Background: an optimization exercise with open tools, aiming at small area, a short achievable clock period and few clock cycles. Do not read the settings as production practice.
At most, simulation tests tie the RTL to the original design; equivalence was not proved.
Power figures rest on the tool's default switching activity, not on a simulated workload.

== 09-22 ==
Design cpu4, start of the top module:
module cpu4 (
    input  wire       clk,
    input  wire       rst,         
    output wire [7:0] rom_addr,
    input  wire [7:0] rom_data,
    input  wire       img_we,
    input  wire [3:0] img_addr,
    input  wire [3:0] img_data,
    input  wire       in_valid,
    input  wire [3:0] in_data,
    input  wire [3:0] sw_toggle,
    output wire       out_valid,
    output wire [3:0] out_data,
    output wire [3:0] led,
    output wire [3:0] sw,
    output wire       waiting,
    output wire       halted
);
    reg  [7:0] pc;
    reg  [7:0] ir;            
    reg        iv;            
    reg  [3:0] opv;           
    reg        c_sta;         
    reg        c_stai;        
    reg        c_push;        
    reg        c_zmod;        
    reg        c_cmod;        
    reg        c_kill;        
    reg        c_stk;         
    reg        clr_p;         
    reg        jp;            
    reg  [3:0] acc;
    reg        zf, cf;
    reg  [3:0] spm;           
    reg        s_empty;       
    reg        s_full;        
    reg  [3:0] ram   [0:15];
    reg  [7:0] stack [0:15];  
    reg  [3:0] led_r;
    reg  [3:0] sw_r;
    reg        wt;            
    reg        ht;            
    reg        ov;            
    wire [3:0] op = ir[7:4];
    wire [3:0] n  = ir[3:0];
  ...
==> flow/config.mk <==
export PLATFORM = sky130hd
export DESIGN_NAME = cpu4
export DESIGN_NICKNAME = cpu4
export VERILOG_FILES = /design/flow/design.v
export SDC_FILE = /design/flow/constraint.sdc
export NUM_CORES = 4
export LEC_CHECK = 0
export ABC_CLOCK_PERIOD_IN_PS = 2200
export CAP_MARGIN = 20
export CORE_MARGIN = 2
export CORE_UTILIZATION = 40
export CTS_BUF_LIST = sky130_fd_sc_hd__clkbuf_16
export CTS_CLUSTER_DIAMETER = 80
export CTS_CLUSTER_SIZE = 22
export SETUP_SLACK_MARGIN = 2.6
export SLEW_MARGIN = 20
==> flow/constraint.sdc <==
create_clock -name core_clock -period 5.0 [get_ports {clk}]
set_input_delay 1.0000 -clock core_clock [delete_from_list [all_inputs] [get_ports {clk}]]
set_output_delay 1.0000 -clock core_clock [all_outputs]
set_load 0.01 [all_outputs]
standard.sh (not shown) runs the stock make flow with config.mk's settings and CLKGATE_MAP_FILE= SYNTH_SCRIPT=/design/flow/synth_recipe.tcl, a recipe that flattens the netlist after the stock synthesis.
==> flow/flow/run.sh <==
#!/bin/bash
# The standard layout (standard.sh: the standard flow's synthesis and ORFS flow, unchanged),
# with the ports buffered by sky130_fd_sc_hd__buf_2 instead of the cell
# buffer_ports picks by default. Every port still gets its own buffer.
set -euo pipefail
export BUFFER_PORTS_ARGS="-buffer_cell sky130_fd_sc_hd__buf_2"
bash standard.sh finish > standard.log 2>&1
Testbench counts of 09-22, summed over its fixed seeds: cycles 119,591.
Relative to 09-22, the following input files were edited for 04-11:
==> flow/flow/run.sh <==
#!/bin/bash
set -euo pipefail
export BUFFER_PORTS_ARGS="-buffer_cell sky130_fd_sc_hd__buf_2"
export RECOVER_POWER=100
bash standard.sh finish > standard.log 2>&1
## What came out
- Re initial antenna violation count: no difference whatsoever between 09-22 and 04-11.
- The flow for 04-11 finished, though final verification flagged max-capacitance violations, max-slew violations.
- Summary of 04-11 over 09-22: via count now sits lower; routed length on met1 decreased by about 0.7% relative to the old numbers; number of buffer and inverter instances along the worst setup path now sits higher.
- Data arrival time of the critical path: 04-11 and 09-22 compared, lower one is 09-22
- Measured against 04-11, the detailed router's first-iteration violation count of 09-22 comes out at 1.12 times the reference value.
- Comparing 04-11 against 09-22, there is no change at all in number of hold-repair buffers added at the cts stage.
- Diff 09-22 -> 04-11 | cell count along the critical path | increase of 7
- Met3 wirelength from detailed routing: 04-11 vs 09-22 up 300 um
- Shortest period the worst path allows: 04-11 vs 09-22 up 1.13 ns
- Comparing 09-22 against 04-11, there is no change at all in number of buffers created by CTS.


## build 15
The RTL this note starts from:
==> flow/design.v <==
module cpu4 (
    input  wire       clk,
    input  wire       rst,         
    output wire [7:0] rom_addr,
    input  wire [7:0] rom_data,
    input  wire       img_we,
    input  wire [3:0] img_addr,
    input  wire [3:0] img_data,
    input  wire       in_valid,
    input  wire [3:0] in_data,
    input  wire [3:0] sw_toggle,
    output wire       out_valid,
    output wire [3:0] out_data,
    output wire [3:0] led,
    output wire [3:0] sw,
    output wire       waiting,
    output wire       halted
);
    reg  [7:0] pc;
    reg  [7:0] ir;            
    reg        iv;            
    reg  [3:0] opv;           
    reg        c_sta;         
    reg        c_stai;        
    reg        c_push;        
    reg        c_zmod;        
    reg        c_cmod;        
    reg        c_kill;        
    reg        jp;            
    reg  [3:0] acc;
    reg        zf, cf;
    reg  [3:0] spm;           
    reg        s_empty;       
    reg        s_full;        
    reg  [3:0] ram   [0:15];
    reg  [7:0] stack [0:15];  
    reg  [3:0] led_r;
    reg  [3:0] sw_r;
    reg        wt;            
    reg        ht;            
    reg        ov;            
    wire [3:0] op = ir[7:4];
    wire [3:0] n  = ir[3:0];
    wire       e_ext  = (op == 4'hF);
    wire       e_rst  = iv & e_ext & (n == 4'h1);
    wire       e_pop  = iv & e_ext & (n == 4'h5) & ~s_empty;
    wire       e_ret  = iv & e_ext & (n == 4'h6) & ~s_empty;
    wire       e_push = iv & c_push & ~s_full;
    wire       kill   = iv & c_kill;
    wire [7:0] stk_top = stack[spm];
    wire [3:0] ram_ind = ram[opv];
    wire [4:0] sum     = {1'b0, acc} + {1'b0, opv};
    wire [4:0] diff    = {1'b0, acc} - {1'b0, opv};
    wire [3:0] negacc  = 4'd0 - acc;
    wire [7:0] pc_inc  = pc + 8'd1;
    wire [7:0] pc_inc2 = pc + 8'd2;
    wire       opv_z   = (opv == 4'd0);
    wire       acc_z   = (acc == 4'd0);
    wire       eq      = (opv == acc);
    reg  [3:0] acc_e;
    reg        zf_e, cf_e;
    always @(*) begin
        acc_e = acc;
        zf_e  = zf;
        cf_e  = cf;
        case (op)
        4'h1: begin acc_e = opv; zf_e = opv_z; end
        4'h2: begin acc_e = n; zf_e = (n == 4'd0); end
        4'h4: begin acc_e = sum[3:0]; cf_e = sum[4]; zf_e = (opv == negacc); end
        4'h5: begin acc_e = diff[3:0]; cf_e = diff[4]; zf_e = eq; end
        4'h6: begin acc_e = acc & opv; zf_e = ((acc & opv) == 4'd0); end
        4'h7: begin acc_e = acc | opv; zf_e = acc_z & opv_z; end
        4'h8: begin acc_e = acc ^ opv; zf_e = eq; end
        4'h9: begin acc_e = ram_ind; zf_e = (ram_ind == 4'd0); end
        4'hF: begin
            case (n)
            4'h1: begin acc_e = 4'd0; zf_e = 1'b0; cf_e = 1'b0; end
            4'h3: begin acc_e = ~acc; zf_e = (acc == 4'hF); end
            4'h5: if (!s_empty) acc_e = stk_top[3:0];
            default: ;
            endcase
        end
        default: ;
        endcase
    end
    wire       ram_clr = rst | e_rst;
    wire [3:0] ram_wd  = ram_clr ? 4'd0 : img_we ? img_data : wt ? in_data : acc;
    integer i;
    always @(posedge clk) begin
        for (i = 0; i < 16; i = i + 1)
            if (ram_clr || (img_we && img_addr == i) || (wt && in_valid && i == 14) ||
                (iv && c_sta && n == i) || (iv && c_stai && opv == i))
                ram[i] <= ram_wd;
    end
    wire [7:0] stk_wd = (op == 4'hE) ? pc_inc : {4'd0, acc};
    always @(posedge clk) begin
        for (i = 0; i < 16; i = i + 1)
            if (e_push && spm == ((i + 15) % 16))
                stack[i] <= stk_wd;
    end
    wire [3:0] f_op  = rom_data[7:4];
    wire [3:0] f_n   = rom_data[3:0];
    wire       f_br  = ~jp & iv & (((f_op == 4'hC) & c_zmod) | ((f_op == 4'hD) & c_cmod));
    wire       f_go  = ~kill & ~ht & ~wt & ~img_we & ~f_br;
    wire       f_fwd = iv & ((c_sta & (n == f_n)) | (c_stai & (opv == f_n)));
    wire [3:0] f_opv = f_fwd ? acc : ram[f_n];
    wire       d_zmod = (f_op == 4'h1) | (f_op == 4'h2) | (f_op == 4'h4) | (f_op == 4'h5) |
                        (f_op == 4'h6) | (f_op == 4'h7) | (f_op == 4'h8) | (f_op == 4'h9) |
                        (rom_data == 8'hF3);
    wire       d_cmod = (f_op == 4'h4) | (f_op == 4'h5);
    wire       d_kill = (rom_data == 8'h1E) | (rom_data == 8'hF0) | (rom_data == 8'hF1) |
                        (rom_data == 8'hF6);
    always @(posedge clk) begin
        if (rst) begin
            pc      <= 8'd0;
            iv      <= 1'b0;
            jp      <= 1'b0;
            acc     <= 4'd0;
            zf      <= 1'b0;
            cf      <= 1'b0;
            spm     <= 4'd15;
            s_empty <= 1'b1;
            s_full  <= 1'b0;
            led_r   <= 4'd0;
            wt      <= 1'b0;
            ht      <= 1'b0;
            ov      <= 1'b0;
        end else begin
            ov <= iv & (ir == 8'hF2);
            if (iv) begin
                acc <= acc_e;
                zf  <= zf_e;
                cf  <= cf_e;
            end else if (wt && in_valid) begin
                acc <= in_data;
                zf  <= (in_data == 4'd0);
                wt  <= 1'b0;
            end
            if (iv && ir == 8'h1E) wt <= 1'b1;
            if (iv && ir == 8'hF0) ht <= 1'b1;
            if (iv && c_sta && n == 4'd15) led_r <= acc;
            if (e_push) begin
                spm     <= spm + 4'd1;
                s_empty <= 1'b0;
                s_full  <= (spm == 4'd14);
            end
            if (e_pop || e_ret) begin
                spm     <= spm - 4'd1;
                s_full  <= 1'b0;
                s_empty <= (spm == 4'd0);
            end
            if (e_rst) begin
                spm     <= 4'd15;
                s_empty <= 1'b1;
                s_full  <= 1'b0;
                led_r   <= 4'd0;
            end
            if (e_ret) pc <= stk_top;
            if (e_rst) pc <= 8'd0;
            iv <= 1'b0;
            if (f_go) begin
                if (jp) begin
                    pc <= rom_data;
                    jp <= 1'b0;
                end else begin
                    case (f_op)
                    4'hB: begin
                        pc <= pc_inc;
                        jp <= 1'b1;
                    end
                    4'hC: begin
                        if (zf) begin pc <= pc_inc; jp <= 1'b1; end
                        else pc <= pc_inc2;
                    end
                    4'hD: begin
                        if (cf) begin pc <= pc_inc; jp <= 1'b1; end
                        else pc <= pc_inc2;
                    end
                    default: begin
                        pc     <= pc_inc;
                        jp     <= (f_op == 4'hE);
                        ir     <= rom_data;
                        opv    <= f_opv;
                        iv     <= 1'b1;
                        c_sta  <= (f_op == 4'h3);
                        c_stai <= (f_op == 4'hA);
                        c_push <= (f_op == 4'hE) | (rom_data == 8'hF4);
                        c_zmod <= d_zmod;
                        c_cmod <= d_cmod;
                        c_kill <= d_kill;
                    end
                    endcase
                end
            end
        end
    end
    always @(posedge clk) begin
        if (rst)
            sw_r <= 4'd0;
        else
            sw_r <= sw_r ^ sw_toggle;
    end
    assign rom_addr  = pc;
    assign out_valid = ov;
    assign out_data  = acc;
    assign led       = led_r;
    assign sw        = sw_r;
    assign waiting   = wt;
    assign halted    = ht;
endmodule
Settings: LEC_CHECK=0, ABC_CLOCK_PERIOD_IN_PS=2500, CAP_MARGIN=20, CORE_MARGIN=2, CORE_UTILIZATION=40, SETUP_SLACK_MARGIN=2.2, SLEW_MARGIN=20; clock period 5.0 ns.
==> flow/flow/run.sh <==
#!/bin/bash
# The standard layout (standard.sh: the standard flow's synthesis and ORFS flow, unchanged),
# with the ports buffered by sky130_fd_sc_hd__buf_2 instead of the cell
# buffer_ports picks by default. Every port still gets its own buffer.
set -euo pipefail
export BUFFER_PORTS_ARGS="-buffer_cell sky130_fd_sc_hd__buf_2"
bash standard.sh finish > standard.log 2>&1
Modified inputs, build 74 compared to build 15
- ABC_CLOCK_PERIOD_IN_PS now 2000, was 2500
- SETUP_SLACK_MARGIN now 3.0, was 2.2
Findings:
Build 15 → build 74: number of cells on the critical path increased 4, final worst-path cycle share now sits lower.
Relative to build 15, global-route usage has increased by 2.5 points in build 74.
Build 74 closes out successfully: all stages finished, all timing, DRC and antenna checks passed.
Build 15 | stages: all done | timing, DRC, antenna: all pass
Build 74 ended with more count of placed standard cells in the final layout, fillers left out than build 15.
Input changes introduced in build 77 (baseline for comparison: build 74):
- SETUP_SLACK_MARGIN changed from 3.0 to 2.6
- ABC_CLOCK_PERIOD_IN_PS changed from 2000 to 2200
## What came out
Portion of the clock cycle consumed by the worst path in the final layout: higher on build 77. Compare build 74 and build 77 | area overhead of the layout relative to synthesis lower: build 77. Cmp build 74 and build 77 / non-filler instance count after layout / higher: build 74. Delta(final HPWL from detailed placement, build 77 - build 74) < 0. Number of nets at the end of the flow: build 77 lower than build 74. Per the comparison of build 77 with build 74, net switching power figure went down by about 3.2%, final worst-path setup slack decreased 0.085 ns. Re pin count of the biggest net entering global routing: build 77 is about 60% up on build 74. Lower wire length reported by the detailed router was reported by build 77, not build 74. In build 77 the relative contribution of combinational cells to total power turned out 3.6 points lower than in build 74. Comparing build 77 against build 74, there is no change at all in count of antenna-violating nets left after detailed routing.
No functional check of the RTL was part of any run of this note.

==> static timing again, ports no longer ideal <==
Ports are ideal in the flow. The routed layouts listed here were re-timed in OpenROAD. Step 1: set_driving_cell puts a clkbuf_16 on clk and a buf_2 on each other input, an assumption about the parent block. Step 2 moves the port delays by t, midway between the first and last clock arrival at a register: inputs arrive t later, outputs are due t later. That takes back most of the time a late clock gives input paths. a / b / c = ideal / step 1 / step 2; a / b = the first two.
| run | t (ns) | slack for setup (ns) | hold WS [ns] | worst setup path after step 2 | worst register clock-pin slew, ns |
|---|---|---|---|---|---|
| 09-22 | 0.570 | 2.624 / 2.571 / 2.131 | 0.492 / 0.492 / 0.492 | input to register | 0.09 / 0.09 |
| 04-11 | 0.572 | 1.494 / 1.507 / 0.935 | 0.497 / 0.497 / 0.497 | input to register | 0.09 / 0.09 |
| build 15 | 0.598 | 2.264 / 2.264 / 1.872 | 0.469 / 0.469 / 0.469 | input to register | 0.06 / 0.06 |
| build 74 | 0.603 | 2.634 / 2.634 / 2.136 | 0.498 / 0.498 / 0.498 | input to register | 0.07 / 0.07 |
| build 77 | 0.608 | 2.549 / 2.549 / 2.060 | 0.478 / 0.478 / 0.478 | input to register | 0.07 / 0.07 |
The setup slack of 04-11, which loses most, moves by +0.013 ns with the drivers and by -0.559 ns with both steps.
